Context: an optimization exercise on an open-source flow, tuned for small area. The choices shown serve that exercise and are no tape-out recipe. At most, simulation tests tie the RTL to the original design; equivalence was not proved. The RTL of run 5 was laid out without a check of its function. No activity file was given, so power comes from the tool's default toggle rates.

**flow/run.sh**
```bash
#!/bin/bash
# Standard layout, run whole.
cd "$(dirname "$0")/.."
bash standard.sh > standard.log 2>&1
```
**standard.sh**
```bash
#!/bin/bash
# synth_recipe.tcl (not shown) runs the flow's synth.tcl, then flattens the netlist and writes it again
# the make line also repeats each setting of config.mk as NAME=value (left out here)
make -C /OpenROAD-flow-scripts/flow DESIGN_CONFIG=/design/flow/config.mk WORK_HOME=/design/flow/orfs CLKGATE_MAP_FILE= SYNTH_SCRIPT=/design/flow/synth_recipe.tcl "${@:-finish}"
```
**config.mk**
```make
export PLATFORM = sky130hd
export DESIGN_NAME = srqd_core
export DESIGN_NICKNAME = srqd_core
export VERILOG_FILES = /design/flow/design.v
export SDC_FILE = /design/flow/constraint.sdc
export NUM_CORES = 4
export LEC_CHECK = 0
export CAP_MARGIN = 20
export CORE_MARGIN = 2
export CORE_UTILIZATION = 40
export PLACE_DENSITY = 0.6
export SLEW_MARGIN = 20
```
**constraint.sdc**
```tcl
create_clock -name core_clock -period 10.0 [get_ports {clk}]
set_input_delay 2.0000 -clock core_clock [delete_from_list [all_inputs] [get_ports {clk}]]
set_output_delay 2.0000 -clock core_clock [all_outputs]
set_load 0.01 [all_outputs]
```
**design.v**
```verilog
module srqd_core #(
    parameter PULSE_CYCLES = 4       
) (
    input  wire        clk,
    input  wire        rst,          
    input  wire        cmd_valid,
    output wire        cmd_ready,
    input  wire [15:0] cmd_word,
    output wire        rsp_valid,
    output reg  [2:0]  rsp_status,
    output reg  [1:0]  rsp_info,
    output reg  [31:0] result,
    output reg         fault,
    output wire [1:0]  sr_state,
    output wire [1:0]  qd_state,
    input  wire [5:0]  pin_deny,
    input  wire        notify_fail,
    input  wire        line_fail,
    output reg         sr_data,
    output reg         sr_shclk,
    output reg         sr_latch,
    output wire        sr_oe,
    input  wire        qd_a,
    input  wire        qd_b,
    input  wire        qd_sw,
    output wire        qd_oe,
    output wire        qd_armed
);
    localparam ST_OK       = 3'd0;
    localparam ST_RESOURCE = 3'd1;
    localparam ST_NOTIFY   = 3'd2;
    localparam ST_LINE     = 3'd3;
    localparam ST_LIFE     = 3'd4;
    localparam ST_ILLEGAL  = 3'd5;
    localparam SR_UNCON = 2'd0;
    localparam SR_READY = 2'd1;
    localparam SR_FAIL  = 2'd2;
    localparam SR_TORN  = 2'd3;
    localparam QD_UNCON = 2'd0;
    localparam QD_LIVE  = 2'd1;
    localparam QD_FAIL  = 2'd2;
    localparam QD_REL   = 2'd3;
    localparam M_IDLE  = 3'd0;
    localparam M_RESP  = 3'd1;
    localparam M_ONE   = 3'd2;       
    localparam M_SRI   = 3'd3;       
    localparam M_SHIFT = 3'd4;       
    localparam M_LAT   = 3'd5;       
    localparam M_QDI   = 3'd6;       
    localparam M_POLL  = 3'd7;       
    localparam K_NOP   = 3'd0;
    localparam K_READ  = 3'd1;
    localparam K_RESET = 3'd2;
    localparam K_REL   = 3'd3;
    localparam K_PRE   = 3'd4;
    localparam K_LIFE  = 3'd6;
    localparam K_ILL   = 3'd7;
    localparam P_RISE = 3'd0;
    localparam P_FALL = 3'd4;
    localparam P_DATA = 3'd7;
    reg [2:0]  mode;
    reg [2:0]  ph;
    reg [2:0]  bitn;
    reg        td;           
    reg [7:0]  imm;
    reg [1:0]  sr_st;
    reg [1:0]  qd_st;
    reg [31:0] count;
    reg        last_a;
    reg        curr_a;
    reg        sw_q;
    wire idle = (mode[2:1] == 2'b00);
    assign cmd_ready = idle;
    assign rsp_valid = (mode == M_RESP);
    assign sr_state  = sr_st;
    assign qd_state  = qd_st;
    wire sr_up = sr_st[0] ^ sr_st[1];            
    wire qd_up = qd_st[0] ^ qd_st[1];            
    assign sr_oe    = sr_up | (mode == M_SRI && ph != 3'd0);
    assign qd_oe    = qd_up | (mode == M_QDI && ph != 3'd0);
    assign qd_armed = qd_up | (mode == M_QDI && ph == 3'd2);
    wire sw_fall = qd_armed & sw_q & ~qd_sw;
    wire [7:0] op   = cmd_word[15:8];
    wire       imm0 = (cmd_word[7:0] == 8'h00);
    reg [2:0] n_mode;
    reg [2:0] n_ph;
    always @(*) begin
        n_mode = M_ONE;
        n_ph   = K_ILL;
        case (op)
            8'h10: if (imm0) begin
                       if (sr_st == SR_UNCON) begin n_mode = M_SRI; n_ph = 3'd0; end
                       else n_ph = K_LIFE;
                   end
            8'h11: if (sr_st == SR_READY) begin n_mode = M_SHIFT; n_ph = P_DATA; end
                   else n_ph = K_LIFE;
            8'h12: if (imm0) begin
                       if (sr_st == SR_READY) begin n_mode = M_LAT; n_ph = P_RISE; end
                       else n_ph = K_LIFE;
                   end
            8'h13: if (imm0) begin
                       if (sr_st == SR_TORN) n_ph = K_NOP;
                       else if (sr_up) begin n_mode = M_SHIFT; n_ph = P_DATA; end
                       else n_ph = K_LIFE;
                   end
            8'h20: if (imm0) begin
                       if (qd_st == QD_UNCON) begin n_mode = M_QDI; n_ph = 3'd0; end
                       else n_ph = K_LIFE;
                   end
            8'h21: if (imm0) begin
                       if (qd_st == QD_LIVE) begin n_mode = M_POLL; n_ph = 3'd0; end
                       else n_ph = K_LIFE;
                   end
            8'h22: if (imm0) n_ph = (qd_st == QD_UNCON) ? K_LIFE : K_READ;
            8'h23: if (imm0) n_ph = (qd_st == QD_UNCON) ? K_LIFE : K_RESET;
            8'h24: if (imm0) n_ph = (qd_st == QD_UNCON) ? K_LIFE : K_REL;
            8'h25:           n_ph = (qd_st == QD_UNCON) ? K_LIFE : K_PRE;
            default: ;
        endcase
    end
    wire m_one   = (mode == M_ONE);
    wire m_sri   = (mode == M_SRI);
    wire m_shift = (mode == M_SHIFT);
    wire m_lat   = (mode == M_LAT);
    wire m_qdi   = (mode == M_QDI);
    wire m_poll  = (mode == M_POLL);
    wire ph0 = (ph == 3'd0);
    wire ph1 = (ph == 3'd1);
    wire ph2 = (ph == 3'd2);
    wire ph3 = (ph == 3'd3);
    wire ph4 = (ph == 3'd4);
    wire ph5 = (ph == 3'd5);
    wire ph6 = (ph == 3'd6);
    wire ph7 = (ph == 3'd7);
    wire bit7 = (bitn == 3'd7);
    wire sr_ev = (m_sri & ~ph0) | ((m_shift | m_lat) & ~(ph1 | ph2 | ph3));
    wire qd_ev = (m_qdi & ph2) | m_poll;
    wire ev_fail = (sr_ev | qd_ev) & line_fail;
    wire ok = ~line_fail;
    wire sr_deny = pin_deny[0] | pin_deny[1] | pin_deny[2];
    wire qd_deny = pin_deny[3] | pin_deny[4] | pin_deny[5];
    wire stop_fail = ev_fail & ~td;
    wire done = m_one
              | (m_sri & ((ph0 & sr_deny) | ph3))
              | (m_shift & ph4 & bit7 & ~td)
              | (m_lat & ((ph4 & ~td) | ph7))
              | (m_qdi & ((ph0 & qd_deny) | (ph1 & notify_fail) | ph2))
              | (m_poll & ph1)
              | stop_fail;
    reg [2:0] d_status;
    reg [1:0] d_info;
    always @(*) begin
        d_status = ST_OK;
        d_info   = 2'd0;
        if (m_one) begin
            if (ph == K_LIFE) d_status = ST_LIFE;
            if (ph == K_ILL)  d_status = ST_ILLEGAL;
        end else if (stop_fail) begin
            d_status = ST_LINE;
        end else if (m_sri & ph0) begin
            d_status = ST_RESOURCE;
            d_info   = pin_deny[0] ? 2'd0 : pin_deny[1] ? 2'd1 : 2'd2;
        end else if (m_qdi & ph0) begin
            d_status = ST_RESOURCE;
            d_info   = pin_deny[3] ? 2'd0 : pin_deny[4] ? 2'd1 : 2'd2;
        end else if (m_qdi & ph1) begin
            d_status = ST_NOTIFY;
        end
    end
    wire ser_bit = imm[3'd7 - bitn];
    wire        dn = (qd_b == curr_a);
    wire [32:0] tgl;
    assign tgl[0] = m_poll & ph1 & ok & (curr_a != last_a);
    genvar gi;
    generate
        for (gi = 0; gi < 32; gi = gi + 1) begin : g_tgl
            assign tgl[gi+1] = tgl[gi] & (count[gi] ^ dn);
        end
    endgenerate
    wire cnt_zero = rst | sw_fall | (m_qdi & ph1) | (m_one & (ph == K_RESET));
    wire cnt_pre  = m_one & (ph == K_PRE);
    wire rd       = m_one & (ph == K_READ) & ~rst;
    always @(posedge clk) begin
        sw_q <= qd_sw;
        result <= ({32{rd}} & count) | ({32{~rd & ~rst}} & result);
        count  <= ({32{~cnt_zero & cnt_pre}} & {count[23:0], imm})
                | ({32{~cnt_zero & ~cnt_pre}} & (count ^ tgl[31:0]));
        if (idle) begin
            imm  <= cmd_word[7:0];
            td   <= (op == 8'h13);
            bitn <= 3'd0;
        end else if (m_shift & ph4) begin
            bitn <= bitn + 3'd1;
        end
        if (m_poll & ph0) curr_a <= qd_a;
        if ((m_qdi & ph2 & ok) | (m_poll & ph1 & ok)) last_a <= m_qdi ? qd_a : curr_a;
        if (rst) begin
            mode       <= M_IDLE;
            sr_st      <= SR_UNCON;
            qd_st      <= QD_UNCON;
            rsp_status <= ST_OK;
            rsp_info   <= 2'd0;
            fault      <= 1'b0;
            sr_data    <= 1'b0;
            sr_shclk   <= 1'b0;
            sr_latch   <= 1'b0;
        end else begin
            if (idle) begin
                mode <= cmd_valid ? n_mode : M_IDLE;
                ph   <= n_ph;
            end else if (done) begin
                mode <= M_RESP;
            end else begin
                if (m_shift & ph4 & bit7) mode <= M_LAT;
                ph <= (m_shift & ph4) ? {3{~bit7}} : ph + 3'd1;
            end
            if (done) begin
                rsp_status <= d_status;
                rsp_info   <= d_info;
            end
            if (ev_fail) fault <= 1'b1;
            if (ok) begin
                if (m_shift & ph7) sr_data <= ser_bit;
                if (m_lat & ph5)   sr_data <= 1'b0;
                if (m_shift & ph0) sr_shclk <= 1'b1;
                if (m_shift & ph4) sr_shclk <= 1'b0;
                if (m_lat & ph6)   sr_shclk <= 1'b0;
                if (m_lat & ph0)   sr_latch <= 1'b1;
                if (m_lat & (ph4 | ph7)) sr_latch <= 1'b0;
            end
            if (m_sri & ~ph0 & line_fail) sr_st <= SR_FAIL;
            else if (m_sri & ph3)         sr_st <= SR_READY;
            if ((m_shift | m_lat) & stop_fail) sr_st <= SR_FAIL;
            if (m_lat & ph7)              sr_st <= SR_TORN;
            if (m_qdi & ph2)              qd_st <= line_fail ? QD_FAIL : QD_LIVE;
            if (m_poll & line_fail)       qd_st <= QD_FAIL;
            if (m_one & (ph == K_REL))    qd_st <= QD_REL;
        end
    end
endmodule
```
==> results list, run 1 <==
* Antenna fix cells: 0
- Data on the critical path is required at its endpoint by 8000 ps.
* Ratio of routed vias to standard cells: 5.50
- Top cells by area in the synthesized netlist: dfxtp_1, edfxtp_1, xnor2_1
- Final nets: 696
- Measured along the x axis, the die boundary spans 120 um.
* Placed cells: 818
* CP max FO: 19
- Detailed placement ended at an HPWL of 9.59 mm.
- Walking the worst path, the cells encountered are or2_2, clkinv_1, and2_1, clkdlybuf4s50_1.
- Summed over all failing endpoints, the final setup total negative slack is 0 ps.
- Avg Synthesized Cell Area: 8.94 um2
* Synthesis-to-finish area growth: 21.1%
- Counting every sink on the clock net gives 98.
- I/O Pins: 80
* Nature of the critical path startpoint: flip-flop
- The count of nets left with antenna violations once routing finished came out at 0.
* Die Footprint: 14500 um2
- After synthesis, flip-flops and latches occupy 38.9% of the total area.
- Count of input and output buffers: 79
* Max-Slew Margin vs Limit: 29.6%
- The library cell used most frequently in the layout, excluding fill and tap cells, is dfxtp_1.
- Derived from the worst setup path, the maximum achievable clock frequency is 0.215 GHz.
* Total routing usage reported by global routing: 19.4%
- Tmin final: 4650 ps
- Clock tree synthesis selected as its root buffer the cell clkbuf_16.
- Total of endpoints with negative setup slack in the final report: 0
* Share of synthesized flip-flops with an asynchronous set or reset: 0%
- Final WL: 13.3 mm
- Type of the tightest min-delay check: reg2reg
* DR vias: 4588
- Routed metal-1 wirelength: 6.05 mm
- Synthesis inferred 98 register bits.
- Detailed routing placed a total of 6.35 mm of wire on met2.
- IR analysis of the VDD net gives a maximum drop of 0.0882 mV.
- For this run, the slowest stage of the critical path takes 700 ps.
* Pleak: 0.00223 uW
- The detailed router used layers up to and including met4.
- Setup repair after global routing missed its margin: no
- The via count of the first global-routing pass is 4562.
* Total number of H-tree levels: 3
- Run status: finished clean
- Register clock-pin slew on the reported worst setup and hold paths: 70 ps
- At the later pin of the worst-skew pair, clock insertion delay measures 360 ps.
- Global route overflow: 0
* Initial core utilization: 40.8%
- Number of clock buffers inserted by TritonCTS: 9
* Setup bufs post-CTS: 0
- No sink is reached through more buffers than the 2 on the longest clock path.
- Worst Setup End Kind: output port
* Share of the core filled with cells in the final layout: 49.4%
- Of the cells placed in the final design, the portion with a size suffix greater than 1 is 8.51%.
- Final hold violation count: 0
* FP Rows: 42
- In this run, post-CTS repair resized a total of 0 instances.
* Wire length per cell after detailed routing: 15.9 um
* Buffering stage count on the worst path with inverters included: 2
- Share of the cycle needed by the critical path after routing: 46.5%
- Final weighted congestion in routability-driven placement: 0.866
- The share of synthesized area in the top cell type comes to 31.1%.
- The first global-routing pass estimated 22.5 mm of wire.
- Number of iterations in the first detailed-routing pass: 6
- For this design, the slowest cell found on the critical path is dfxtp_1.
- The synthesized design contains 14 enable-type register cells.
- Cell area after synthesis: 5400 um2
* Pin count of the biggest net entering global routing: 33
- Leaving out filler cells and counting taps, the final layout contains 834.
* Routed wire length on met3: 624 um
- Commonest cells after routing, fill and taps aside: dfxtp_1, clkdlybuf4s50_1, nand2_1, nor2_1, xnor2_1
- Maxcap violations: 0
* Drt initial violations: 360
- Max Slew Vio Count: 0
- DRC violations left: 0
- Of all cell types, the one taking the most synthesized area is dfxtp_1.
- At the pin with the least slew margin, the transition time is 1050 ps.
- Initial antenna violation count: 0
- For the final database, setup skew stands at 10.9 ps.
* Number of unique standard cell types used by synthesis: 68
* CP Data Arrival Time: 2650 ps
- The worst setup path is of the reg2out kind.
- In this run the vertical extent of the chip is 120 um.
* Net Count, Synth: 647
* Number of hold-repair buffers added at the cts stage: 0
* Kind of cell adding the most delay to the critical path: buffers and inverters
- Power per standard cell area: 130 nW/um2
- In the synthesized netlist the dominant register cell turns out to be dfxtp_1.
- In this run the standard cell core region covers 13200 um2.
* Number of instances in the synthesized netlist: 604
* Number of warnings printed during yosys synthesis: 1
- Clock tree from TritonCTS: done
[report_power, final]
| group | total, uW | switching [uW] | internal (uW) |
|---|---|---|---|
| clock | 344 | 154 | 190 |
| sequential | 418 | 9.66 | 408 |
| combinational | 86.5 | 49.0 | 37.5 |
[flip-flops by register name, summed over array words and instances (netlist names), 2 cells and up]
signal      count
imm             8
count          32
bitn            3
ph              3
rsp_status      3
sr_st           2
rsp_info        2
qd_st           2
result         32
mode            3
[area by class of cell]
type,instances,area [um2]
Tap cell,176,220
Clock buffer,13,270
Sequential cell,98,2100
Multi-Input combinational cell,445,3050
Inverter,15,56.3
Clock inverter,3,20.0
Fill cell,1278,6700
Timing Repair Buffer,84,828
[worst paths after layout]
| check | end | depth (start not counted) | slack [ps] | from |
|---|---|---|---|---|
| worst max-delay path | rsp_valid | 4 | 5350 | mode[1] |
| worst min-delay path | rsp_info[1] | 2 | 450 | rsp_info[1] |
| worst max register to register | count[25] | 8 | 7140 | ph[1] |
| worst min register to register | rsp_info[1] | 2 | 450 | rsp_info[1] |
[kinds of logic (layout without fill, tap and decap cells)]
logic type                 Yosys count  in the layout  synth area share [%]
AOI/OAI and AO/OA                  138            138                  17.9
xor gates and xnor gates            49             49                  8.08
adders and majority gates           13             13                  3.01
buffers and inverters               61            115                  5.21
DFF                                 98             98                  38.9
muxes                               17             17                  3.96
and+or+nand+nor                    228            228                  23.0
[worst reg2reg max path, cell delays in order (launching register included)]
cell,delay (ps)
edfxtp_1,430
inv_1,100
ha_1,290
nand3b_1,260
nor4_4,580
o2111ai_4,430
nor4_2,410
xnor2_1,160
o21ai_1,70
[synth_stat cells, types with 4 or more instances]
cell type  count
nor3_2         5
or2_2          5
o32ai_1        4
or3_1          5
nor2b_1       11
nor2_1        48
nor3_1        21
and3_1         4
nand4_1        9
o21ai_0       24
and2_1         4
a22o_1        34
a31oi_1        9
edfxtp_1      14
or4_1          8
clkbuf_1      29
nor4_2         7
nand2_1       61
dfxtp_1       84
nor4_1         6
buf_6          5
a21oi_1       21
xor2_1         4
xnor2_1       44
nand2b_1       9
nand3_1        8
mux2i_1       11
inv_1         14
buf_2         12
and3b_1        4
o21ai_1       19
ha_1          13
[per-stage QoR]
step / total power [uW] / setup slack [ps] / cell area (um2) / hold slack, ps
final: 849 / 5350 / 6540 / 452
after global routing: 879 / 5130 / 6540 / 474
after CTS: 855 / 5340 / 6540 / 454
after detailed placement: 513 / 5370 / 6250 / 445
after global placement: 512 / 5430 / 6250 / 448
after floorplan: 479 / 6310 / 5400 / 438
[metal layers]
metal / vias to the layer above / track usage [%]
li1: 2274 / -
met1: 2165 / 24.7
met2: 130 / 31.9
met3: 19 / 4.25
met4: 0 / 7.70
met5: - / 0
==> run 2: changes to the inputs <==
==> run.sh (new file) <==
#!/bin/bash
# synth_recipe.tcl (not shown) runs the flow's synth.tcl, then flattens the netlist and writes it again
# the make line also repeats each setting of config.mk as NAME=value (left out here)
make -C /OpenROAD-flow-scripts/flow DESIGN_CONFIG=/design/flow/config.mk WORK_HOME=/design/flow/orfs CLKGATE_MAP_FILE= SYNTH_SCRIPT=/design/flow/synth_recipe.tcl finish
removed: flow/run.sh
removed: standard.sh
==> results list, run 2 <==
- Run status: finished clean (unchanged)
- The smallest setup slack after layout is 5350 ps (unchanged).
- Final Cell Area: 6540 um2 (unchanged)
* Fraction of synthesized cell area taken by the top area cell type: 31.1% (unchanged)
* Placed cells: 818 (unchanged)
- The wire length of the first global-routing pass was 22.5 mm (unchanged).
- Antenna fix cells: 0 (unchanged)
* Die Footprint: 14500 um2 (unchanged)
- Overall die height: 120 um (unchanged)
* Wire length per cell after detailed routing: 15.9 um (unchanged)
- Worst Setup End Kind: output port (unchanged)
- Peak per-stage delay on the critical path: 700 ps (about the same)
- The total wire length after detailed routing was 13.3 mm (unchanged).
* Most Used Layer, Global Route: met2 (unchanged)
- Final hold violation count: 0 (unchanged)
- Type of the tightest min-delay check: reg2reg (unchanged)
- The worst setup path category is reg2out (unchanged).
- Maxcap violations: 0 (unchanged)
- The ratio of routed vias to standard cells came to 5.50 (unchanged).
* Setup TNS after final layout: 0 ps (unchanged)
* Register clock-pin slew on the reported worst setup and hold paths: 70 ps (about the same)
* CP Data Arrival Time: 2650 ps (about the same)
- Worst supply voltage drop on vdd: 0.0882 mV (unchanged)
- Setup repair after global routing missed its margin: no (unchanged).
* Post-synthesis share of cell area spent on and, or, nand and nor gates: 23.0% (unchanged)
- The number of instances in the synthesized netlist was 604 (unchanged).
- The kind of cell adding the most delay to the critical path was buffers and inverters (unchanged).
- The count of different cell masters after synthesis is 68 (unchanged).
- Global Route met3 Usage: 4.25% (unchanged)
- The maximum level of the CTS H-tree is 3 (unchanged).
* Avg Synthesized Cell Area: 8.94 um2 (unchanged)
- Setup bufs post-CTS: 0 (unchanged)
- Layout filler cell count: 1278 (unchanged)
* FP Rows: 42 (unchanged)
* Number of flops mapped to enable cells by yosys: 14 (unchanged)
- The total chip power came to 849 uW (unchanged).
- The global placement routability congestion is 0.866 (unchanged).
- Max Clock Freq: 0.215 GHz (unchanged)
- Final nets: 696 (unchanged)
* Maximum clock skew at final layout: 10.9 ps (unchanged)
- The count of routing violations after the opening detailed-route iteration came to 360 (unchanged).
- The total routing usage reported by global routing is 19.4% (unchanged).
- Adder and majority gate portion of the synthesized area: 3.01% (unchanged)
- The clock tree from TritonCTS is done (unchanged).
- The die width was 120 um (unchanged).
* Global route overflow: 0 (unchanged)
- Post-detailed-placement cell area: 6250 um2 (unchanged)
- Synthesis-to-finish area growth: 21.1% (unchanged)
* Nature of the critical path startpoint: flip-flop (unchanged)
- The met1 track demand over resource came to 24.7% (unchanged).
* Later-pin clock latency in the skew report: 360 ps (about the same)
* Primary FF master, synth: dfxtp_1 (unchanged)
- The TritonCTS buffer count is 9 (unchanged).
- Total of endpoints with negative setup slack in the final report: 0 (unchanged)
* CP max stage cell: dfxtp_1 (unchanged)
- Clock Tree Root: clkbuf_16 (unchanged)
- Leading area contributor after synthesis: dfxtp_1 (unchanged)
* Initial core utilization: 40.8% (unchanged)
- The number of sinks handled by clock tree synthesis was 98 (unchanged).
- Number of hold-repair buffers added at the cts stage: 0 (unchanged)
- The met2 layer usage reported by global route is 31.9% (unchanged).
* Commonest cells after routing, fill and taps aside: dfxtp_1, clkdlybuf4s50_1, nand2_1, nor2_1, xnor2_1 (unchanged)
- Top-count cell post-synth: dfxtp_1 (unchanged)
- The multiplexer area fraction after synthesis was 3.96% (unchanged).
- Pin count of the biggest net entering global routing: 33 (unchanged)
- Cell area after synthesis: 5400 um2 (unchanged)
- Fraction of the mapped netlist area in compound gates: 17.9% (unchanged)
* Tmin final: 4650 ps (unchanged)
- Post-synthesis xor/xnor area fraction: 8.08% (unchanged)
* Share of the cycle needed by the critical path after routing: 46.5% (unchanged)
* Flip-flop and latch count after synthesis: 98 (unchanged)
- The placeable core area came to 13200 um2 (unchanged).
- Proportion of synthesized chip area in sequential cells: 38.9% (unchanged)
- Top cells by area in the synthesized netlist: dfxtp_1, edfxtp_1, xnor2_1 (unchanged).
- The number of port buffers came to 79 (unchanged).
- The minimum setup slack after placement was 5370 ps (unchanged).
- Net Count, Synth: 647 (unchanged)
* Initial antenna violation count: 0 (unchanged)
* Count of non-filler cells in the finished layout: 834 (unchanged)
- The Yosys warning count is 1 (unchanged).
* Max-Slew Margin vs Limit: 29.6% (unchanged)
* Largest family of logic cells by synthesized area: simple AND/OR/NAND/NOR gates (unchanged)
- Pleak: 0.00223 uW (unchanged)
- Commonest cells in the netlist: dfxtp_1, nand2_1, nor2_1 (unchanged)
- The combined buffer and inverter count along the critical path is 2 (unchanged).
* Max Slew Vio Count: 0 (unchanged)
* Clock Tree Buf Depth: 2 (unchanged)
- The I/O pin total is 80 (unchanged).
- List of cells traversed by the critical path: or2_2, clkinv_1, and2_1, clkdlybuf4s50_1 (unchanged).
- The via count of the first global-routing pass was 4562 (unchanged).
- The share of layout cells above drive strength 1 was 8.51% (unchanged).
- Required time of the worst setup path: 8000 ps (about the same)
- Most common cell after layout, fill and taps aside: dfxtp_1 (unchanged)
* Power per standard cell area: 130 nW/um2 (unchanged)
* HPWL reported at the end of detailed placement: 9.59 mm (unchanged)
* Share of synthesized flip-flops with an asynchronous set or reset: 0% (unchanged)
- Tightest Pin Transition: 1050 ps (unchanged)
* DR vias: 4588 (unchanged)
- Post-cts sizing count: 0 (unchanged)
* DRC violations left: 0 (unchanged)
- Count of antenna-violating nets left after detailed routing: 0 (unchanged)
- The detailed-router iteration count before antenna repair came to 6 (unchanged).
- Biggest regs: count (32), result (32), imm (8) (unchanged)
* CP max FO: 19 (unchanged)
==> run 2: per-stage QoR <==
stage          hold slack (ps)  util, %
3_5_place_dp               445     47.2
2_1_floorplan              438        -
6_report                   452     49.4
5_1_grt                    474     49.4
4_1_cts                    454     49.4
3_3_place_gp               448     47.2
==> run 2: area by class of cell <==
type                            instances  area, um2  area share (%)
Multi-Input combinational cell        445       3050            46.5
Sequential cell                        98       2100            32.1
Timing Repair Buffer                   84        828            12.7
Clock buffer                           13        270            4.13
Tap cell                              176        220            3.37
Inverter                               15       56.3           0.861
Clock inverter                          3       20.0           0.306
==> run 2: worst register-to-register path: stages, from the launching register on <==
cell and delay [ps]:
edfxtp_1 430, inv_1 100, ha_1 290, nand3b_1 260, nor4_4 580, o2111ai_4 430
nor4_2 410, xnor2_1 160, o21ai_1 70
==> run 2: report_power, final <==
| group | switching [uW] | internal, uW |
|---|---|---|
| Combinational | 49.0 | 37.5 |
| Sequential | 9.66 | 408 |
| Clock | 154 | 190 |
==> run 2: path summary, 6_finish.rpt <==
kind,from,end,slack [ps],cells after the start
worst max-delay path,mode[1],rsp_valid,5350,4
worst max register to register,ph[1],count[25],7140,8
worst min register to register,rsp_info[1],rsp_info[1],450,2
worst min-delay path,rsp_info[1],rsp_info[1],450,2
==> run 2: routing by layer <==
layer | routed length [um] | vias up | part of all wire, %
met5 | 0 | - | 0
met4 | 248 | 0 | 1.9
met3 | 624 | 19 | 4.7
met2 | 6350 | 130 | 48
met1 | 6050 | 2165 | 46
li1 | - | 2274 | -
==> run 2: kinds of logic after synthesis <==
group	after synthesis
AOI/OAI and AO/OA	138
xor gates and xnor gates	49
adders and majority gates	13
buffers and inverters	61
DFF	98
muxes	17
and+or+nand+nor	228
==> run 3: changes to the inputs <==
==> flow/run.sh (new file) <==
#!/bin/bash
# The standard layout (standard.sh), with:
#  - synthesis mapped by an area-oriented abc script (flow/synth.tcl),
#  - ports buffered with the smallest buffer,
#  - a clock tree of mid-size buffers without dummy loads.
# make's output goes to standard.log; each ORFS step logs to orfs/logs.
set -euo pipefail
W=$PWD
bash standard.sh \
  SYNTH_SCRIPT=$W/flow/synth.tcl MY_ABC_SCRIPT=$W/flow/area.abc \
  "BUFFER_PORTS_ARGS=-buffer_cell sky130_fd_sc_hd__buf_1" \
  "CTS_ARGS=-sink_clustering_enable -repair_clock_nets -dont_use_dummy_load -buf_list sky130_fd_sc_hd__clkbuf_8 -sink_clustering_size 16" \
  finish > standard.log 2>&1
==> flow/area.abc (new file) <==
strash; &get -n; &st; &dch -f; &nf -a -R 1000; &put
==> flow/synth.tcl (new file) <==
# The standard flow's synthesis (synth_recipe.tcl) with one change: abc maps with the
# area-oriented script in MY_ABC_SCRIPT instead of ORFS's speed script.
proc synth {args} { yosys synth -nofsm -noshare {*}$args }
proc abc {args} {
  set i [lsearch -exact $args -script]
  if { $i >= 0 } { set args [lreplace $args $i [expr {$i + 1}] -script $::env(MY_ABC_SCRIPT)] }
  yosys abc {*}$args
}
source $::env(SCRIPTS_DIR)/synth.tcl
# left out here: clear keep_hierarchy, flatten, clean up, hide names made inside functions, write 1_2_yosys.v
==> standard.sh (new file) <==
#!/bin/bash
# synth_recipe.tcl (not shown) runs the flow's synth.tcl, then flattens the netlist and writes it again
# the make line also repeats each setting of config.mk as NAME=value (left out here)
make -C /OpenROAD-flow-scripts/flow DESIGN_CONFIG=/design/flow/config.mk WORK_HOME=/design/flow/orfs CLKGATE_MAP_FILE= SYNTH_SCRIPT=/design/flow/synth_recipe.tcl "${@:-finish}"
removed: run.sh
==> results list, run 3 <==
- Sw Share: 25.6% (was 25.1%)
- The post-synthesis area per instance came to 9.59 um2 (was 8.94 um2).
* Fraction of synthesized area in multiplexers: 1.81% (was 3.96%)
- The number of sinks handled by clock tree synthesis came to 98 (unchanged).
- Layout filler cell count: 1140 (was 1278)
- Die Footprint: 12600 um2 (was 14500 um2)
- Total routing usage reported by global routing: 18.0% (was 19.4%)
* Power per standard cell area: 130 nW/um2 (about the same)
- Post-synthesis xor/xnor area fraction: 12.3% (was 8.08%)
- The number of instances in the synthesized netlist is 489 (was 604).
- The cell internal power dissipation was 519 uW (was 636 uW).
- The post-synthesis sequential element count came to 98 (unchanged).
- Hold path depth: 2 (unchanged)
- Largest family of logic cells by synthesized area: compound AO/OA/AOI/OAI gates (was simple AND/OR/NAND/NOR gates)
* Total of endpoints with negative setup slack in the final report: 0 (unchanged)
- Overall die height: 112 um (was 120 um)
- The required time of the worst setup path is 10270 ps (was 8000 ps).
- Top-count cell post-synth: dfxtp_1 (unchanged)
* Final weighted congestion in routability-driven placement: 0.865 (was 0.866)
- Setup repair after global routing missed its margin: no (unchanged).
- The cell chosen for the clock root is clkbuf_8 (was clkbuf_16).
- Number of flops mapped to enable cells by yosys: 14 (unchanged)
- The clock latency on the worst-skew pair came to 370 ps (was 360 ps).
- The worst-margin pin slew is 1090 ps (was 1050 ps).
- The core occupancy in the finished layout is 47.1% (was 49.4%).
* Register-to-Register Setup Slack: 3780 ps (was 7140 ps)
- Biggest regs: count (32), result (32), imm (8) (unchanged).
* PnR Total Power: 697 uW (was 849 uW)
- The leakage power total is 0.00201 uW (was 0.00223 uW).
- The total of max-cap violations was 0 (unchanged).
- Final nets: 630 (was 696)
- The count of different cell masters after synthesis is 38 (was 68).
* Clock Tree Buf Depth: 2 (unchanged)
- The clock skew was 36.7 ps (was 10.9 ps).
* Worst supply voltage drop on vdd: 0.0554 mV (was 0.0882 mV)
- Proportion of layout cells with a drive suffix above 1: 4.10% (was 8.51%)
- Initial core utilization: 41.1% (was 40.8%)
- Register clock-pin slew on the reported worst setup and hold paths: 100 ps (was 70 ps)
* Setup bufs post-CTS: 0 (unchanged)
- The smallest hold slack was 446 ps (was 452 ps).
- The detailed-router iteration count before antenna repair is 5 (was 6).
* Antenna fix cells: 0 (unchanged)
- The top achievable clock speed came to 0.136 GHz (was 0.215 GHz).
- The maximum level of the CTS H-tree is 3 (unchanged).
- The worst setup path category is in2reg (was reg2out).
* Number of hold-repair buffers added at the cts stage: 0 (unchanged)
* Net Count, Synth: 532 (was 647)
- Commonest cells after routing, fill and taps aside: dfxtp_1, buf_1, a22o_1, nor2_1, nand2_1 (was dfxtp_1, clkdlybuf4s50_1, nand2_1, nor2_1, xnor2_1)
- The net switching power of the design came to 178 uW (was 213 uW).
* Fraction of the mapped netlist area in compound gates: 20.3% (was 17.9%)
* Count of input and output buffers: 79 (unchanged)
- Global route overflow: 0 (unchanged)
* Final WL: 11.2 mm (was 13.3 mm)
- Via count of the first global-routing pass: 3861 (was 4562)
* First-pass GRT wire length: 18.7 mm (was 22.5 mm)
- The Yosys warning count was 1 (unchanged).
* Die boundary width: 112 um (was 120 um)
* Endpoint with the worst hold slack: fault (was rsp_info[1])
* Pin count of the biggest net entering global routing: 33 (unchanged)
- The max-slew violation count came to 0 (unchanged).
- Area inside the core boundary: 11400 um2 (was 13200 um2)
- The power share of the clock group came to 28.9% (was 40.6%).
* Share of total power in sequential cells: 60.4% (was 49.2%)
- Proportion of synthesized chip area in sequential cells: 44.8% (was 38.9%)
- The number of vias in the routed layout came to 3950 (was 4588).
* Share of the cycle needed by the critical path after routing: 73.5% (was 46.5%)
* Ratio of routed vias to standard cells: 5.43 (was 5.50)
* Tmin final: 7350 ps (was 4650 ps)
* Synthesis-to-finish area growth: 14.8% (was 21.1%)
- The fraction of synthesized cell area taken by the top area cell type is 35.9% (was 31.1%).
- Share of synthesized flip-flops with an asynchronous set or reset: 0% (unchanged)
* Type of the tightest min-delay check: reg2reg (unchanged)
- The wire length per cell after detailed routing is 15.3 um (was 15.9 um).
* Count of antenna-violating nets left after detailed routing: 0 (unchanged)
- I/O Pins: 80 (unchanged)
- The total of cells resized after clock tree synthesis came to 0 (unchanged).
- The share of total power in combinational logic is 10.7% (was 10.2%).
- The TritonCTS buffer count came to 9 (unchanged).
* Worst Setup End Kind: flip-flop (was output port)
- Initial antenna violation count: 0 (unchanged)
* Most common cell after layout, fill and taps aside: dfxtp_1 (unchanged)
* Drt initial violations: 302 (was 360)
* Run status: finished clean (unchanged)
* CP max stage cell: buf_4 (was dfxtp_1)
- FP Rows: 39 (was 42)
- Path depth of the worst reg2reg path: 33 (was 8)
* Leading area contributor after synthesis: dfxtp_1 (unchanged)
- Reg2reg end: count[31] (was count[25])
* Top cells by area in the synthesized netlist: dfxtp_1, a22o_1, edfxtp_1 (was dfxtp_1, edfxtp_1, xnor2_1)
- The number of remaining DRC errors came to 0 (unchanged).
* Adder and majority gate portion of the synthesized area: 3.47% (was 3.01%)
- The headroom to the max-slew limit is 26.9% (was 29.6%).
- Reg2reg start: ph[1] (unchanged)
* Peak per-stage delay on the critical path: 420 ps (was 700 ps)
- The most used flip-flop cell after synthesis is dfxtp_1 (unchanged).
- CP max FO: 31 (was 19)
- Cell area after synthesis: 4690 um2 (was 5400 um2)
- The arrival time at the worst endpoint is 7620 ps (was 2650 ps).
* Nature of the critical path startpoint: input pin (was flip-flop)
- The detailed placement HPWL is 8.40 mm (was 9.59 mm).
- Commonest cells in the netlist: dfxtp_1, a22o_1, nor2_1 (was dfxtp_1, nand2_1, nor2_1)
- Clock tree from TritonCTS: done (unchanged)
* Final hold violation count: 0 (unchanged)
- Post-synthesis share of cell area spent on and, or, nand and nor gates: 16.1% (was 23.0%)
- The startpoint of the lowest-slack hold path was fault (was rsp_info[1]).
* Setup TNS after final layout: 0 ps (unchanged)
-- run 3: cell types whose count changed in the layout (fill, tap and decap cells not counted), sizes merged, moves of 16 or more --
cell,before,now
a22o,34,64
inv,16,0
buf,5,87
o21ai,43,13
xor2,4,32
clkdlybuf4s50,79,0
-- run 3: worst max path at each step --
stage,endpoint,startpoint,cells past startpoint
3_3_place_gp,count[31],qd_b,32
4_1_cts,count[31],qd_b,32
6_report,count[31],qd_b,32
3_5_place_dp,count[31],qd_b,32
5_1_grt,count[31],qd_b,32
2_1_floorplan,count[31],qd_b,30
-- run 3: through the flow --
step	cell area, um2	cells	setup slack, ps
floorplan	4690	489	1500
global placement	5250	718	2500
detailed placement	5260	719	2260
CTS	5380	728	2630
global route	5380	728	1950
finish	5380	728	2650
-- run 3: logic make-up after synthesis --
| group | count (synthesis) |
|---|---|
| multiplexers | 6 |
| flip-flops | 98 |
| AO/OA/AOI/OAI | 128 |
| XOR/XNOR | 66 |
| AND/OR/NAND/NOR | 164 |
| buffers and inverters | 14 |
| adder cells (fa/ha/maj) | 13 |
-- run 3: final cells by class --
type                    count  area, um2  share of cell area [%]
clock buffers               9        124                    2.30
multi-input cells         377       2560                    47.7
inverters                  14       52.6                   0.976
repair buffers             87        360                    6.69
flip-flops and latches     98       2100                    39.1
well taps                 143        179                    3.32
-- run 3: power groups by stage --
stage	sequential (uW)	combinational [uW]	clock (uW)
finish	421	74.8	202
global route	423	83.9	224
CTS	421	74.9	207
detailed placement	430	74.4	0
global placement	429	73.4	0
floorplan	427	47.5	0
-- run 3: metal layers --
metal | global-route usage [%] | wire [um] | vias to the layer above
met5 | 0 | 0 | -
met3 | 3.51 | 432 | 13
li1 | - | - | 1978
met4 | 5.85 | 161 | 0
met2 | 30.4 | 5370 | 89
met1 | 23.4 | 5200 | 1870
-- run 3: worst max-delay path, delay by kind of cell --
kind            cells  cell delay [ps]
simple gates       26             4390
buf+inv             2              590
xor+xnor            3              410
compound gates      1              190
==> run 4: changes to the inputs <==
--- a/design.v
+++ b/design.v
@@ -7,8 +7,8 @@
     output wire        cmd_ready,
     input  wire [15:0] cmd_word,
     output wire        rsp_valid,
-    output reg  [2:0]  rsp_status,
-    output reg  [1:0]  rsp_info,
+    output wire [2:0]  rsp_status,
+    output wire [1:0]  rsp_info,
     output reg  [31:0] result,
     output reg         fault,
     output wire [1:0]  sr_state,
@@ -49,10 +49,10 @@
     localparam M_QDI   = 3'd6;       
     localparam M_POLL  = 3'd7;       
     localparam K_NOP   = 3'd0;
-    localparam K_READ  = 3'd1;
-    localparam K_RESET = 3'd2;
-    localparam K_REL   = 3'd3;
-    localparam K_PRE   = 3'd4;
+    localparam K_READ  = 3'd2;
+    localparam K_RESET = 3'd3;
+    localparam K_REL   = 3'd4;
+    localparam K_PRE   = 3'd5;
     localparam K_LIFE  = 3'd6;
     localparam K_ILL   = 3'd7;
     localparam P_RISE = 3'd0;
@@ -79,7 +79,7 @@
     assign sr_oe    = sr_up | (mode == M_SRI && ph != 3'd0);
     assign qd_oe    = qd_up | (mode == M_QDI && ph != 3'd0);
     assign qd_armed = qd_up | (mode == M_QDI && ph == 3'd2);
-    wire sw_fall = qd_armed & sw_q & ~qd_sw;
+    wire sw_fall = qd_up & sw_q & ~qd_sw;
     wire [7:0] op   = cmd_word[15:8];
     wire       imm0 = (cmd_word[7:0] == 8'h00);
     reg [2:0] n_mode;
@@ -147,24 +147,25 @@
               | (m_qdi & ((ph0 & qd_deny) | (ph1 & notify_fail) | ph2))
               | (m_poll & ph1)
               | stop_fail;
-    reg [2:0] d_status;
-    reg [1:0] d_info;
+    localparam C_RES1 = 3'd6;
+    localparam C_RES2 = 3'd7;
+    reg [2:0] rc;
+    assign rsp_status = {rc[2] & ~rc[1], rc[1] & ~rc[2], rc[0] | (rc[2] & rc[1])};
+    assign rsp_info   = {rc[2] & rc[1] & rc[0], rc[2] & rc[1] & ~rc[0]};
+    reg [2:0] d_code;
     always @(*) begin
-        d_status = ST_OK;
-        d_info   = 2'd0;
+        d_code = ST_OK;
         if (m_one) begin
-            if (ph == K_LIFE) d_status = ST_LIFE;
-            if (ph == K_ILL)  d_status = ST_ILLEGAL;
+            if (ph == K_LIFE) d_code = ST_LIFE;
+            if (ph == K_ILL)  d_code = ST_ILLEGAL;
         end else if (stop_fail) begin
-            d_status = ST_LINE;
+            d_code = ST_LINE;
         end else if (m_sri & ph0) begin
-            d_status = ST_RESOURCE;
-            d_info   = pin_deny[0] ? 2'd0 : pin_deny[1] ? 2'd1 : 2'd2;
+            d_code = pin_deny[0] ? ST_RESOURCE : pin_deny[1] ? C_RES1 : C_RES2;
         end else if (m_qdi & ph0) begin
-            d_status = ST_RESOURCE;
-            d_info   = pin_deny[3] ? 2'd0 : pin_deny[4] ? 2'd1 : 2'd2;
+            d_code = pin_deny[3] ? ST_RESOURCE : pin_deny[4] ? C_RES1 : C_RES2;
         end else if (m_qdi & ph1) begin
-            d_status = ST_NOTIFY;
+            d_code = ST_NOTIFY;
         end
     end
     wire ser_bit = imm[3'd7 - bitn];
@@ -192,14 +193,13 @@
         end else if (m_shift & ph4) begin
             bitn <= bitn + 3'd1;
         end
-        if (m_poll & ph0) curr_a <= qd_a;
+        curr_a <= qd_a;      
         if ((m_qdi & ph2 & ok) | (m_poll & ph1 & ok)) last_a <= m_qdi ? qd_a : curr_a;
         if (rst) begin
             mode       <= M_IDLE;
             sr_st      <= SR_UNCON;
             qd_st      <= QD_UNCON;
-            rsp_status <= ST_OK;
-            rsp_info   <= 2'd0;
+            rc         <= ST_OK;
             fault      <= 1'b0;
             sr_data    <= 1'b0;
             sr_shclk   <= 1'b0;
@@ -208,16 +208,12 @@
             if (idle) begin
                 mode <= cmd_valid ? n_mode : M_IDLE;
                 ph   <= n_ph;
-            end else if (done) begin
-                mode <= M_RESP;
             end else begin
-                if (m_shift & ph4 & bit7) mode <= M_LAT;
+                if (done) mode <= M_RESP;
+                else if (m_shift & ph4 & bit7) mode <= M_LAT;
                 ph <= (m_shift & ph4) ? {3{~bit7}} : ph + 3'd1;
             end
-            if (done) begin
-                rsp_status <= d_status;
-                rsp_info   <= d_info;
-            end
+            if (done) rc <= d_code;
             if (ev_fail) fault <= 1'b1;
             if (ok) begin
                 if (m_shift & ph7) sr_data <= ser_bit;
==> results list, run 4 <==
- The most instantiated library cell after synthesis is dfxtp_1 (unchanged).
* Hold slack final: 439 ps (was 446 ps)
* Synthesis-to-finish area growth: 14.5% (was 14.8%)
* DR vias: 3952 (was 3950)
- Total routing usage reported by global routing: 17.9% (was 18.0%)
- The kind of launch point of the worst setup path is an input pin (unchanged).
- DRC violations left: 0 (unchanged)
- Counting stages on the worst path, the most repeated cell is nor2_1.
- Run status: finished clean (unchanged)
- Setup repair after global routing missed its margin: no (unchanged)
* Setup TNS after final layout: 0 ps (unchanged)
- Peak per-stage delay on the critical path: 420 ps (about the same)
- Number of hold-repair buffers added at the cts stage: 0 (unchanged)
- Max Clock Freq: 0.138 GHz (was 0.136 GHz)
* Kind of critical path: in2reg (unchanged)
- Share of synthesized flip-flops with an asynchronous set or reset: 0% (unchanged)
* Wire length per cell after detailed routing: 14.7 um (was 15.3 um)
- Share of the cycle needed by the critical path after routing: 72.4% (was 73.5%)
- Maximum clock skew at final layout: 29.2 ps (was 36.7 ps)
- The share of total power consumed by net switching was 26.6% (was 25.6%).
- Clock tree from TritonCTS: done (unchanged)
- The TritonCTS buffer count came to 9 (unchanged).
* Drt initial violations: 259 (was 302)
- Die boundary width: 111 um (was 112 um)
- Clock Tree Root: clkbuf_8 (unchanged)
- The post-synthesis cell area was 4610 um2 (was 4690 um2).
- The Yosys warning count came to 1 (unchanged).
- The most used flip-flop cell after synthesis is dfxtp_1 (unchanged).
- Clock Tree Buf Depth: 2 (unchanged)
- The largest driver fanout on the critical path is 31 (unchanged).
- The hold violation count in the final report was 0 (unchanged).
* Share of the core filled with cells in the final layout: 46.6% (was 47.1%)
- Fraction of synthesized cell area taken by the top area cell type: 36.0% (was 35.9%)
- The I/O pin total is 80 (unchanged).
- Tightest Pin Transition: 1020 ps (was 1090 ps)
* Biggest regs: count (32), result (32), imm (8) (unchanged)
- The slowest stage cell on the critical path is buf_4 (unchanged).
- Max-Slew Margin vs Limit: 32.2% (was 26.9%)
- The maximum level of the CTS H-tree came to 3 (unchanged).
- The post-synthesis area per instance was 9.10 um2 (was 9.59 um2).
- The largest voltage drop on the vdd net was 0.0683 mV (was 0.0554 mV).
- Pleak: 0.00180 uW (was 0.00201 uW)
- P_int: 516 uW (was 519 uW)
- The sequential cell area is 2050 um2 (was 2100 um2).
- Final weighted congestion in routability-driven placement: 0.913 (was 0.865)
* Final nets: 645 (was 630)
- Proportion of layout cells with a drive suffix above 1: 3.33% (was 4.10%)
- The total of cells resized after clock tree synthesis came to 0 (unchanged).
- The portion of the post-synthesis area used by sequential elements came to 44.5% (was 44.8%).
* Global route overflow: 0 (unchanged)
- The power density over cell area was 133 nW/um2 (was 130 nW/um2).
* HPWL reported at the end of detailed placement: 8.05 mm (was 8.40 mm)
* Initial core utilization: 40.7% (was 41.1%)
* FP Rows: 39 (unchanged)
- The share of total power in combinational logic was 12.1% (was 10.7%).
* Via count of the first global-routing pass: 3809 (was 3861)
* Commonest cells after routing, fill and taps aside: dfxtp_1, buf_1, nand2_1, nor2_1, o21ai_0 (was dfxtp_1, buf_1, a22o_1, nor2_1, nand2_1)
- The final standard cell count with taps included and fillers excluded came to 743 (was 728).
- The required time of the worst setup path came to 10210 ps (was 10270 ps).
* Most common cell after layout, fill and taps aside: dfxtp_1 (unchanged)
* Flip-flop and latch count after synthesis: 96 (was 98)
* Initial antenna violation count: 0 (unchanged)
- Pin count of the biggest net entering global routing: 33 (unchanged)
* First-pass GRT wire length: 18.3 mm (was 18.7 mm)
- The post-synth net total was 550 (was 532).
- The path category of the worst min-delay check is reg2reg (unchanged).
- The power share of the clock group was 28.7% (was 28.9%).
* CTS Sinks: 96 (was 98)
- Top cells by area in the synthesized netlist: dfxtp_1, edfxtp_1, xnor2_1 (was dfxtp_1, a22o_1, edfxtp_1).
* Number of instances in the synthesized netlist: 507 (was 489)
- Kind of cell adding the most delay to the critical path: simple AND/OR/NAND/NOR gates (unchanged)
- PnR Total Power: 702 uW (was 697 uW)
- Overall die height: 111 um (was 112 um)
* Number of unique standard cell types used by synthesis: 44 (was 38)
- Buffering stage count on the worst path with inverters included: 2 (unchanged)
- Layout filler cell count: 1132 (was 1140)
- Final WL: 10.9 mm (was 11.2 mm)
- The detailed-router iteration count before antenna repair was 4 (was 5).
- The net switching power of the design was 187 uW (was 178 uW).
- Number of flops mapped to enable cells by yosys: 13 (was 14)
- The area of combinational cells with multiple inputs came to 2530 um2 (was 2560 um2).
- Ratio of routed vias to standard cells: 5.32 (was 5.43)
* Later-pin clock latency in the skew report: 380 ps (was 370 ps)
- Maxcap violations: 0 (unchanged)
- CP Data Arrival Time: 7450 ps (was 7620 ps)
- Tmin final: 7240 ps (was 7350 ps)
* Worst Setup End Kind: flip-flop (unchanged)
- Count of antenna-violating nets left after detailed routing: 0 (unchanged)
- Commonest cells in the netlist: dfxtp_1, nand2_1, nor2_1 (was dfxtp_1, a22o_1, nor2_1)
- The placed cell count came to 734 (was 719).
- Leading area contributor after synthesis: dfxtp_1 (unchanged)
- The die area came to 12400 um2 (was 12600 um2).
- The post-CTS repair timing setup buffer count came to 0 (unchanged).
- Total of endpoints with negative setup slack in the final report: 0 (unchanged)
- The max-slew violation count is 0 (unchanged).
- Count of input and output buffers: 79 (unchanged)
* Area inside the core boundary: 11300 um2 (was 11400 um2)
- The number of diodes added for antenna fixing is 0 (unchanged).
- The power share of the sequential group is 59.1% (was 60.4%).
- Register clock-pin slew on the reported worst setup and hold paths: 80 ps (was 100 ps)
[run 4: per-layer routing]
metal	global-route usage [%]	vias to the layer above	share of wire [%]
met5	0	-	0
met3	3.10	20	3.3
met2	29.3	87	47
met4	6.58	0	1.9
li1	-	1999	-
met1	23.8	1846	48
[run 4: layout make-up]
class                      count  area share (%)
inverter                      15            1.07
multi-input combinational    396            48.0
sequential                    96            38.9
timing repair buffer          84            6.33
tap                          143            3.39
clock buffer                   9            2.35
[run 4: path summary, 6_finish.rpt]
check	start	to	slack [ps]	depth (start not counted)
max	qd_b	count[31]	2760	33
min	fault	fault	440	2
max reg2reg	ph[1]	count[31]	3760	34
min reg2reg	fault	fault	440	2
[run 4: logic make-up (layout without fill, tap and decap cells)]
family | count (synthesis) | count (layout) | share of synthesized area [%]
compound gates | 126 | 126 | 18.3
xor+xnor | 66 | 66 | 12.5
fa+ha+maj | 13 | 13 | 3.53
buf+inv | 15 | 108 | 1.22
flops | 96 | 96 | 44.5
mux | 6 | 6 | 1.87
simple gates | 185 | 185 | 18.0
[run 4: power groups by stage]
stage	Sequential, uW	Combinational, uW	Clock, uW
after floorplan	420	58.7	0
after global placement	423	84.2	0
after detailed placement	424	85.3	0
after CTS	415	86.0	206
after global routing	417	96.4	221
final	415	85.2	202
[run 4: worst reg2reg max path, delay by kind of cell (launching register included)]
| kind | cells | cell delay [ps] |
|---|---|---|
| buffers and inverters | 1 | 90 |
| DFF | 1 | 440 |
| AOI/OAI and AO/OA | 1 | 80 |
| and+or+nand+nor | 30 | 5140 |
| xor gates and xnor gates | 1 | 120 |
| adders and majority gates | 1 | 210 |
[run 4: metrics by stage]
step | area, um2 | setup WS, ps
after global routing | 5280 | 1990
after floorplan | 4610 | 1540
after CTS | 5280 | 2720
final | 5280 | 2760
after detailed placement | 5160 | 2360
after global placement | 5160 | 2610
==> run 5: changes to the inputs <==
--- a/design.v
+++ b/design.v
@@ -40,14 +40,14 @@
     localparam QD_LIVE  = 2'd1;
     localparam QD_FAIL  = 2'd2;
     localparam QD_REL   = 2'd3;
-    localparam M_IDLE  = 3'd0;
-    localparam M_RESP  = 3'd1;
-    localparam M_ONE   = 3'd2;       
-    localparam M_SRI   = 3'd3;       
-    localparam M_SHIFT = 3'd4;       
-    localparam M_LAT   = 3'd5;       
-    localparam M_QDI   = 3'd6;       
-    localparam M_POLL  = 3'd7;       
+    localparam M_SRI   = 3'd0;       
+    localparam M_SHIFT = 3'd1;       
+    localparam M_LAT   = 3'd2;       
+    localparam M_IDLE  = 3'd3;
+    localparam M_QDI   = 3'd4;       
+    localparam M_POLL  = 3'd5;       
+    localparam M_ONE   = 3'd6;       
+    localparam M_RESP  = 3'd7;
     localparam K_NOP   = 3'd0;
     localparam K_READ  = 3'd2;
     localparam K_RESET = 3'd3;
@@ -69,7 +69,7 @@
     reg        last_a;
     reg        curr_a;
     reg        sw_q;
-    wire idle = (mode[2:1] == 2'b00);
+    wire idle = mode[1] & mode[0];
     assign cmd_ready = idle;
     assign rsp_valid = (mode == M_RESP);
     assign sr_state  = sr_st;
@@ -82,42 +82,24 @@
     wire sw_fall = qd_up & sw_q & ~qd_sw;
     wire [7:0] op   = cmd_word[15:8];
     wire       imm0 = (cmd_word[7:0] == 8'h00);
-    reg [2:0] n_mode;
-    reg [2:0] n_ph;
-    always @(*) begin
-        n_mode = M_ONE;
-        n_ph   = K_ILL;
-        case (op)
-            8'h10: if (imm0) begin
-                       if (sr_st == SR_UNCON) begin n_mode = M_SRI; n_ph = 3'd0; end
-                       else n_ph = K_LIFE;
-                   end
-            8'h11: if (sr_st == SR_READY) begin n_mode = M_SHIFT; n_ph = P_DATA; end
-                   else n_ph = K_LIFE;
-            8'h12: if (imm0) begin
-                       if (sr_st == SR_READY) begin n_mode = M_LAT; n_ph = P_RISE; end
-                       else n_ph = K_LIFE;
-                   end
-            8'h13: if (imm0) begin
-                       if (sr_st == SR_TORN) n_ph = K_NOP;
-                       else if (sr_up) begin n_mode = M_SHIFT; n_ph = P_DATA; end
-                       else n_ph = K_LIFE;
-                   end
-            8'h20: if (imm0) begin
-                       if (qd_st == QD_UNCON) begin n_mode = M_QDI; n_ph = 3'd0; end
-                       else n_ph = K_LIFE;
-                   end
-            8'h21: if (imm0) begin
-                       if (qd_st == QD_LIVE) begin n_mode = M_POLL; n_ph = 3'd0; end
-                       else n_ph = K_LIFE;
-                   end
-            8'h22: if (imm0) n_ph = (qd_st == QD_UNCON) ? K_LIFE : K_READ;
-            8'h23: if (imm0) n_ph = (qd_st == QD_UNCON) ? K_LIFE : K_RESET;
-            8'h24: if (imm0) n_ph = (qd_st == QD_UNCON) ? K_LIFE : K_REL;
-            8'h25:           n_ph = (qd_st == QD_UNCON) ? K_LIFE : K_PRE;
-            default: ;
-        endcase
-    end
+    wire op_hi = (op[7:6] == 2'b00) & ~op[3];
+    wire g_sr  = op_hi & (op[5:4] == 2'b01) & ~op[2];             
+    wire g_qd  = op_hi & (op[5:4] == 2'b10) & ~(op[2] & op[1]);   
+    wire legal = (g_sr & (imm0 | (~op[1] & op[0])))
+               | (g_qd & (imm0 | (op[2] & op[0])));
+    wire sr_uncon = (sr_st == SR_UNCON);
+    wire qd_uncon = (qd_st == QD_UNCON);
+    wire sr_allow = (op[1:0] == 2'b00) ? sr_uncon :
+                    (op[1:0] == 2'b11) ? ~sr_uncon : (sr_st == SR_READY);
+    wire qd_allow = (op[2:0] == 3'b000) ? qd_uncon :
+                    (op[2:0] == 3'b001) ? (qd_st == QD_LIVE) : ~qd_uncon;
+    wire allow = op[5] ? qd_allow : sr_allow;
+    wire one   = ~legal | ~allow
+               | (~op[5] & op[1] & op[0] & (sr_st == SR_TORN))
+               | (op[5] & (op[2] | op[1]));
+    wire [2:0] n_mode = one ? M_ONE : {op[5], ~op[5] & op[1] & ~op[0], op[0]};
+    wire [2:0] n_ph   = one ? ((~legal | ~allow) ? {2'b11, ~legal} : {3{op[5]}} & op[2:0])
+                            : {3{op[0] & ~op[5]}};
     wire m_one   = (mode == M_ONE);
     wire m_sri   = (mode == M_SRI);
     wire m_shift = (mode == M_SHIFT);
@@ -188,7 +170,7 @@
                 | ({32{~cnt_zero & ~cnt_pre}} & (count ^ tgl[31:0]));
         if (idle) begin
             imm  <= cmd_word[7:0];
-            td   <= (op == 8'h13);
+            td   <= op[1] & op[0];      
             bitn <= 3'd0;
         end else if (m_shift & ph4) begin
             bitn <= bitn + 3'd1;
==> flow/run.sh (replaced) <==
#!/bin/bash
# The standard layout (standard.sh), with:
#  - synthesis mapped by an area-oriented abc script (flow/synth.tcl), without
#    the half/full-adder extraction step,
#  - ports buffered with the smallest buffer,
#  - a clock tree of small buffers without dummy loads.
# make's output goes to standard.log; each ORFS step logs to orfs/logs.
set -euo pipefail
W=$PWD
bash standard.sh \
  SYNTH_SCRIPT=$W/flow/synth.tcl MY_ABC_SCRIPT=$W/flow/area.abc ADDER_MAP_FILE= \
  "BUFFER_PORTS_ARGS=-buffer_cell sky130_fd_sc_hd__buf_1" \
  "CTS_ARGS=-sink_clustering_enable -repair_clock_nets -dont_use_dummy_load -buf_list sky130_fd_sc_hd__clkbuf_8 -sink_clustering_size 24" \
  finish > standard.log 2>&1
==> results list, run 5 <==
* Run status: finished clean (unchanged)
- Power per standard cell area: 178 nW/um2 (was 133 nW/um2)
- The share of layout cells above drive strength 1 was 3.72% (was 3.33%).
- The worst-margin pin slew was 734 ps (was 1020 ps).
- Post-cts sizing count: 0 (unchanged)
- The TritonCTS buffer count came to 9 (unchanged).
- Share of the cycle needed by the critical path after routing: 71.8% (was 72.4%)
- The fraction of synthesized cell area taken by the top area cell type was 38.1% (was 36.0%).
- The clock skew came to 31.8 ps (was 29.2 ps).
- The post-synthesis area per instance came to 9.24 um2 (was 9.10 um2).
* Overall die height: 108 um (was 111 um)
- The number of synthesized flops with an enable pin was 13 (unchanged).
- Setup Slack @ Placement: 2410 ps (was 2360 ps)
- The clock tree from TritonCTS was done (unchanged).
- The worst stage delay on the critical path was 380 ps (was 420 ps).
- Routed wire length on met3: 497 um (was 358 um)
* Path depth of the worst reg2reg path: 35 (was 34)
- The async set-or-reset flop fraction in the synthesized netlist came to 0% (unchanged).
- Pin count of the biggest net entering global routing: 33 (unchanged)
* Area inside the core boundary: 10700 um2 (was 11300 um2)
- Net Count, Synth: 502 (was 550)
* Wire length per cell after detailed routing: 14.6 um (was 14.7 um)
* Commonest cells after routing, fill and taps aside: dfxtp_1, buf_1, nand2_1, o21ai_0, xnor2_1 (was dfxtp_1, buf_1, nand2_1, nor2_1, o21ai_0)
- Register clock-pin slew on the reported worst setup and hold paths: 100 ps (was 80 ps)
* Worst supply voltage drop on vdd: 0.143 mV (was 0.0683 mV)
- The max-slew violation count came to 0 (unchanged).
- Synthesis-to-finish area growth: 15.2% (was 14.5%)
* Count of non-filler cells in the finished layout: 705 (was 743)
* Hold path depth: 2 (unchanged)
- The number of nets still failing antenna checks after routing was 0 (unchanged).
- Nature of the critical path startpoint: input pin (unchanged)
- The total of max-cap violations was 0 (unchanged).
* Via count of the first global-routing pass: 3421 (was 3809)
- Antenna fix cells: 0 (unchanged)
- Number of warnings printed during yosys synthesis: 1 (unchanged)
* Max-Slew Margin vs Limit: 51.1% (was 32.2%)
- Top cells by area in the synthesized netlist: dfxtp_1, edfxtp_1, xnor2_1 (unchanged).
* Final nets: 597 (was 645)
* HPWL reported at the end of detailed placement: 7.41 mm (was 8.05 mm)
- Sum of met2 wire segment lengths after detailed routing: 4.82 mm (was 5.08 mm)
* Cell area after synthesis: 4360 um2 (was 4610 um2)
* Max Clock Freq: 0.139 GHz (was 0.138 GHz)
* CP max FO: 10 (was 31)
- Multi-input gate area: 2320 um2 (was 2530 um2)
- The number of sinks handled by clock tree synthesis was 96 (unchanged).
- Biggest regs: count (32), result (32), imm (8) (unchanged).
- The path category of the worst min-delay check is reg2reg (unchanged).
- The number of hold buffers added after CTS was 0 (unchanged).
- The wire length of the first global-routing pass is 16.7 mm (was 18.3 mm).
* Top-count cell post-synth: dfxtp_1 (unchanged)
* Total number of H-tree levels: 3 (unchanged)
- Flip-flop and latch count after synthesis: 96 (unchanged)
- The ratio of routed vias to standard cells is 5.30 (was 5.32).
- The met1 wire length is 4.86 mm (was 5.25 mm).
* Initial antenna violation count: 0 (unchanged)
* Total of endpoints with negative setup slack in the final report: 0 (unchanged)
- The most used flip-flop cell after synthesis is dfxtp_1 (unchanged).
* Global route overflow: 0 (unchanged)
- DR vias: 3734 (was 3952)
* Hold slack final: 463 ps (was 439 ps)
- The leakage power total is 0.00166 uW (was 0.00180 uW).
* Count of input and output buffers: 79 (unchanged)
- Uppermost metal layer occupied by signal nets: met4 (unchanged)
* Leading area contributor after synthesis: dfxtp_1 (unchanged)
- The post-CTS repair timing setup buffer count came to 0 (unchanged).
* Proportion of synthesized chip area in sequential cells: 47.0% (was 44.5%)
- The slowest stage cell on the critical path is xor2_4 (was buf_4).
- The count of fill cells added during filler insertion is 1066 (was 1132).
- Commonest cells in the netlist: dfxtp_1, nand2_1, o21ai_0 (was dfxtp_1, nand2_1, nor2_1)
- DRC violations left: 0 (unchanged)
* Number of instances in the synthesized netlist: 472 (was 507)
- Tmin final: 7180 ps (was 7240 ps)
* Later-pin clock latency in the skew report: 370 ps (was 380 ps)
- Final weighted congestion in routability-driven placement: 0.898 (was 0.913)
* FP Rows: 38 (was 39)
- Setup repair after global routing missed its margin: no (unchanged)
- Final hold violation count: 0 (unchanged)
* Most frequent cell on the critical path: nor2_1 (unchanged)
* Number of unique standard cell types used by synthesis: 37 (was 44)
* Number of iterations in the first detailed-routing pass: 4 (unchanged)
* Clock Tree Buf Depth: 2 (unchanged)
- I/O Pins: 80 (unchanged)
- Kind of critical path: in2reg (unchanged)
* Setup TNS after final layout: 0 ps (unchanged)
- The cell chosen for the clock root is clkbuf_8 (unchanged).
- The die width was 108 um (was 111 um).
* Required time of the worst setup path: 10240 ps (was 10210 ps)
* Drt initial violations: 274 (was 259)
- The initial core utilization is 40.6% (was 40.7%).
- Most common cell after layout, fill and taps aside: dfxtp_1 (unchanged)
- Total routing usage reported by global routing: 17.8% (was 17.9%)
- The arrival time at the worst endpoint is 7420 ps (was 7450 ps).
- Worst Setup End Kind: flip-flop (unchanged)
- The placed cell count is 696 (was 734).
* Setup WS post-layout: 2820 ps (was 2760 ps)
* Sequential Area: 2050 um2 (unchanged)
- Final WL: 10.3 mm (was 10.9 mm)
- Die Footprint: 11800 um2 (was 12400 um2)
[run 5: cell types whose count changed after synthesis, sizes merged, moves of 5 or more]
cell / delta
nor3: -5
clkinv: -10
o21ai: +7
nor2: -11
nor4: +6
ha: -13
nand2: -11
a21oi: +5
[run 5: final cells by class]
class                           instances  area share, %
Clock buffer                            9           2.47
Multi-Input combinational cell        371           46.2
Inverter                                5          0.374
Tap cell                              140           3.49
Sequential cell                        96           40.8
Timing Repair Buffer                   84           6.65
[run 5: kinds of logic (layout without fill, tap and decap cells)]
logic type      after synthesis  in the layout  synth area share (%)
flops                        96             96                  47.0
compound gates              127            127                  18.7
xor+xnor                     69             69                  13.9
simple gates                172            172                  18.7
buf+inv                       5             98                 0.430
mux                           3              3                  1.26
[run 5: routing by layer]
metal / vias up / global-route usage, %
met1: 1742 / 24.6
met2: 101 / 27.9
met4: 0 / 6.04
met3: 7 / 3.56
li1: 1884 / -
met5: - / 0
[run 5: final timing paths]
| check | from | to | slack (ps) |
|---|---|---|---|
| max | qd_b | count[31] | 2820 |
| min | imm[4] | count[4] | 460 |
| max reg2reg | ph[0] | count[31] | 3590 |
| min reg2reg | imm[4] | count[4] | 460 |
[run 5: stage by stage]
stage	power [uW]	utilization [%]	area, um2
2_1_floorplan	624	-	4360
3_3_place_gp	700	45.6	4900
3_5_place_dp	702	45.6	4900
4_1_cts	901	46.7	5020
5_1_grt	948	46.8	5020
6_report	895	46.8	5020
[run 5: power breakdown]
part | switching, uW | internal [uW] | total, uW
registers | 46.7 | 434 | 481
clock network | 119 | 80.9 | 200
logic | 129 | 84.8 | 214
[run 5: worst max-delay path, delay by kind of cell]
kind                   cells  cell delay (ps)
AND/OR/NAND/NOR           29             4510
XOR/XNOR                   3              660
buffers and inverters      1              170
AO/OA/AOI/OAI              1               80

-- afterwards: timing with drivers on the ports --
The flow's constraints put no driver on any port. The routed layouts listed below were extracted and timed again, unchanged, in two steps.
Step 1, drivers: a clkbuf_16 drives clk and a buf_2 each remaining input, both assumed.
Step 2 times the ports against the registers' clock, not the clock port: input delays grow and output delays shrink by t, the midpoint of the rising clock arrivals with the driver on.
Slacks: no drivers / after step 1 / after step 2; pairs: no drivers / after step 1.
run | t, ns | slack for setup (ns) | hold slack, ns
run 1 | 0.393 | 5.354 / 5.313 / 5.365 | 0.452 / 0.452 / 0.452
run 2 | 0.393 | 5.354 / 5.313 / 5.365 | 0.452 / 0.452 / 0.452
run 3 | 0.385 | 2.652 / 2.662 / 2.278 | 0.446 / 0.446 / 0.446
run 4 | 0.396 | 2.757 / 2.750 / 2.354 | 0.439 / 0.439 / 0.439
run 5 | 0.387 | 2.818 / 2.804 / 2.417 | 0.463 / 0.463 / 0.463
After both steps setup and hold are still met in every run listed. The setup slack of run 4, which loses most, moves by -0.007 ns with the drivers and by -0.403 ns with both steps.
